What follows belongs to an exercise in optimizing a design on an open flow for small area, a short achievable clock period and few clock cycles; a production flow would make more cautious choices. Where RTL was checked, it was by simulation tests only, not by an equivalence proof against the original. Power and IR drop assume default switching activity.

// ipc_core
module ipc_core #(
    parameter LEFT_TH              = 2,
    parameter RIGHT_TH             = 1,
    parameter HAZARD_TH            = 1,
    parameter CNT_W                = 16,
    parameter BCNT_W               = 8,
    parameter DIR_W                = 8,
    parameter PERSIST_VERSION      = 16'h0001,
    parameter ADDR_W               = 16,
    parameter STORE_OFFSET         = 0,
    parameter MIN_SAVE_INTERVAL_MS = 32'd10000
) (
    input  wire          clk,
    input  wire          rst,
    input  wire          cmd_valid,
    output wire          cmd_ready,
    input  wire [15:0]   cmd,
    output wire          rsp_valid,
    output wire [3:0]    rsp_status,
    input  wire          flag_1,
    input  wire          flag_2,
    input  wire          flag_buz,
    input  wire [31:0]   now_ms,
    input  wire [31:0]   wall_s,
    output reg  [1:0]    owner,
    output reg           left_led,
    output reg           right_led,
    output reg           buz_out,
    output wire [15:0]   buz_duty,
    output wire [7:0]    pat_byte,
    output reg           pat_valid,
    output reg           nv_req,
    output reg           nv_we,
    output wire [ADDR_W-1:0] nv_addr,
    output wire [7:0]    nv_len,
    output wire [159:0]  nv_wdata,
    input  wire          nv_done,
    input  wire          nv_ok,
    input  wire [159:0]  nv_rdata,
    output wire [15:0]   rec_version,
    output reg  [15:0]   rec_crc,
    output reg  [31:0]   power_on_count,
    output reg  [31:0]   runtime_minutes,
    output reg  [31:0]   service_count,
    output reg  [31:0]   last_service_ts
);
For scale: about 2400 cells after synthesis, about 300 flip-flops, ~20000 sq um of cells after synthesis.
Settings: LEC_CHECK=0, ABC_CLOCK_PERIOD_IN_PS=3500, CAP_MARGIN=20, CORE_MARGIN=2, CORE_UTILIZATION=50, PLACE_DENSITY=0.7, SETUP_SLACK_MARGIN=1.0, SLEW_MARGIN=20; clock period 5.0 ns.
standard.sh (not shown) runs the stock make flow with config.mk's settings and CLKGATE_MAP_FILE= SYNTH_SCRIPT=/design/flow/synth_recipe.tcl, a recipe that flattens the netlist after the stock synthesis.
==> flow/flow/run.sh <==
#!/bin/bash
# The standard layout, with every input and output port buffered by a
# sky130_fd_sc_hd__buf_1 instead of the default port buffer cell.
set -euo pipefail
bash standard.sh BUFFER_PORTS_ARGS="-buffer_cell sky130_fd_sc_hd__buf_1" finish > standard_flow.log 2>&1
Testbench counts at the start, summed over its fixed seeds: cycles 25,579.
Change:
--- a/flow/design.v
+++ b/flow/design.v
@@ -42,15 +42,15 @@
     output reg  [31:0]   power_on_count,
     output reg  [31:0]   runtime_minutes,
     output reg  [31:0]   service_count,
     output reg  [31:0]   last_service_ts
 );
     localparam BPC   = 2;                
     localparam NSTEP = 16 / BPC;
-    localparam IW    = 3;                
+    localparam IW    = (NSTEP > 1) ? $clog2(NSTEP) : 1;
     localparam [1:0] IDLE = 2'd0, LEFT = 2'd1, RIGHT = 2'd2, HAZARD = 2'd3;
     localparam [3:0] ST_OK = 4'h0, ST_CORRUPT = 4'h1, ST_IO_ERROR = 4'h2,
                      ST_NOT_DUE = 4'h3, ST_ILLEGAL = 4'hF;
     localparam [3:0] OP_ARB_TICK = 4'h1, OP_BUZ_DIR = 4'h2, OP_PAT_DIR = 4'h3,
                      OP_PS_LOAD = 4'h8, OP_PS_SAVE_NOW = 4'h9,
                      OP_PS_SAVE_IF_DUE = 4'hA, OP_PS_POWER_ON = 4'hB,
                      OP_PS_MINUTE = 4'hC, OP_PS_SERVICE = 4'hD;
@@ -270,15 +270,15 @@
                     crc_run <= 1'b0;
                     crc_val <= 1'b1;
                 end
             end
             if (!rdy) begin
                 case (bstate)
                 B_SAVE: begin
-                    if (crc_val | crc_last) begin
+                    if (crc_val) begin
                         nv_req  <= 1'b1;
                         nv_we   <= 1'b1;
                         bstate  <= B_NVW;
                     end
                 end
                 B_NVW: begin
                     rec_crc <= crc_acc;
@@ -417,15 +417,15 @@
                 crc_acc <= 16'hFFFF;
                 crc_idx <= {IW{1'b0}};
                 crc_run <= 1'b1;
                 crc_val <= 1'b0;
             end
             if (do_sdue & !due) rsp_st <= ST_NOT_DUE;
             if (do_snow | do_sdue | do_pon) now_q <= now_ms;
-            if (do_save & (crc_val | crc_last)) begin
+            if (do_save & crc_val) begin
                 nv_req  <= 1'b1;
                 nv_we   <= 1'b1;
                 bstate  <= B_NVW;
                 rsp_v   <= 1'b0;
                 rdy     <= 1'b0;
             end else if (do_save | do_pon) begin
                 bstate  <= B_SAVE;
Result:
- synthesized area grows by 1.4%
- flip-flop and latch count does not change
- first-iteration DRC count shrinks by 2.4%
- sequential share of layout area shrinks by 0.28 points
- worst setup slack got worse by 0.017 ns
- sequential power hardly moves
- utilization grows by 0.16 points
- hold slack barely changes
The RTL of the second run of this note was laid out without a check of its function.

[separate check: timing with driven ports]
The flow's constraints put no driver on any port. The routed layouts listed below were extracted and timed again, unchanged, in two steps.
Step 1 assumes that a clkbuf_16 drives the clock port and a buf_2 every other input.
Step 2, shift: input delay + t, output delay - t, t = (earliest + latest rising clock arrival at the registers) / 2. This alone moves slack from input paths to output paths.
a / b / c = ideal ports / drivers / drivers and shift; a / b = the first two.
run	t, ns	setup WS [ns]	worst register clock-pin slew, ns
the first run	0.609	1.281 / 1.234 / 0.851	0.06 / 0.06
the second run	0.607	1.263 / 1.274 / 0.693	0.06 / 0.06
After both steps every run listed still meets setup and hold. For the second run, which loses most, drivers alone change the setup slack by +0.011 ns; drivers and shift together by -0.570 ns.
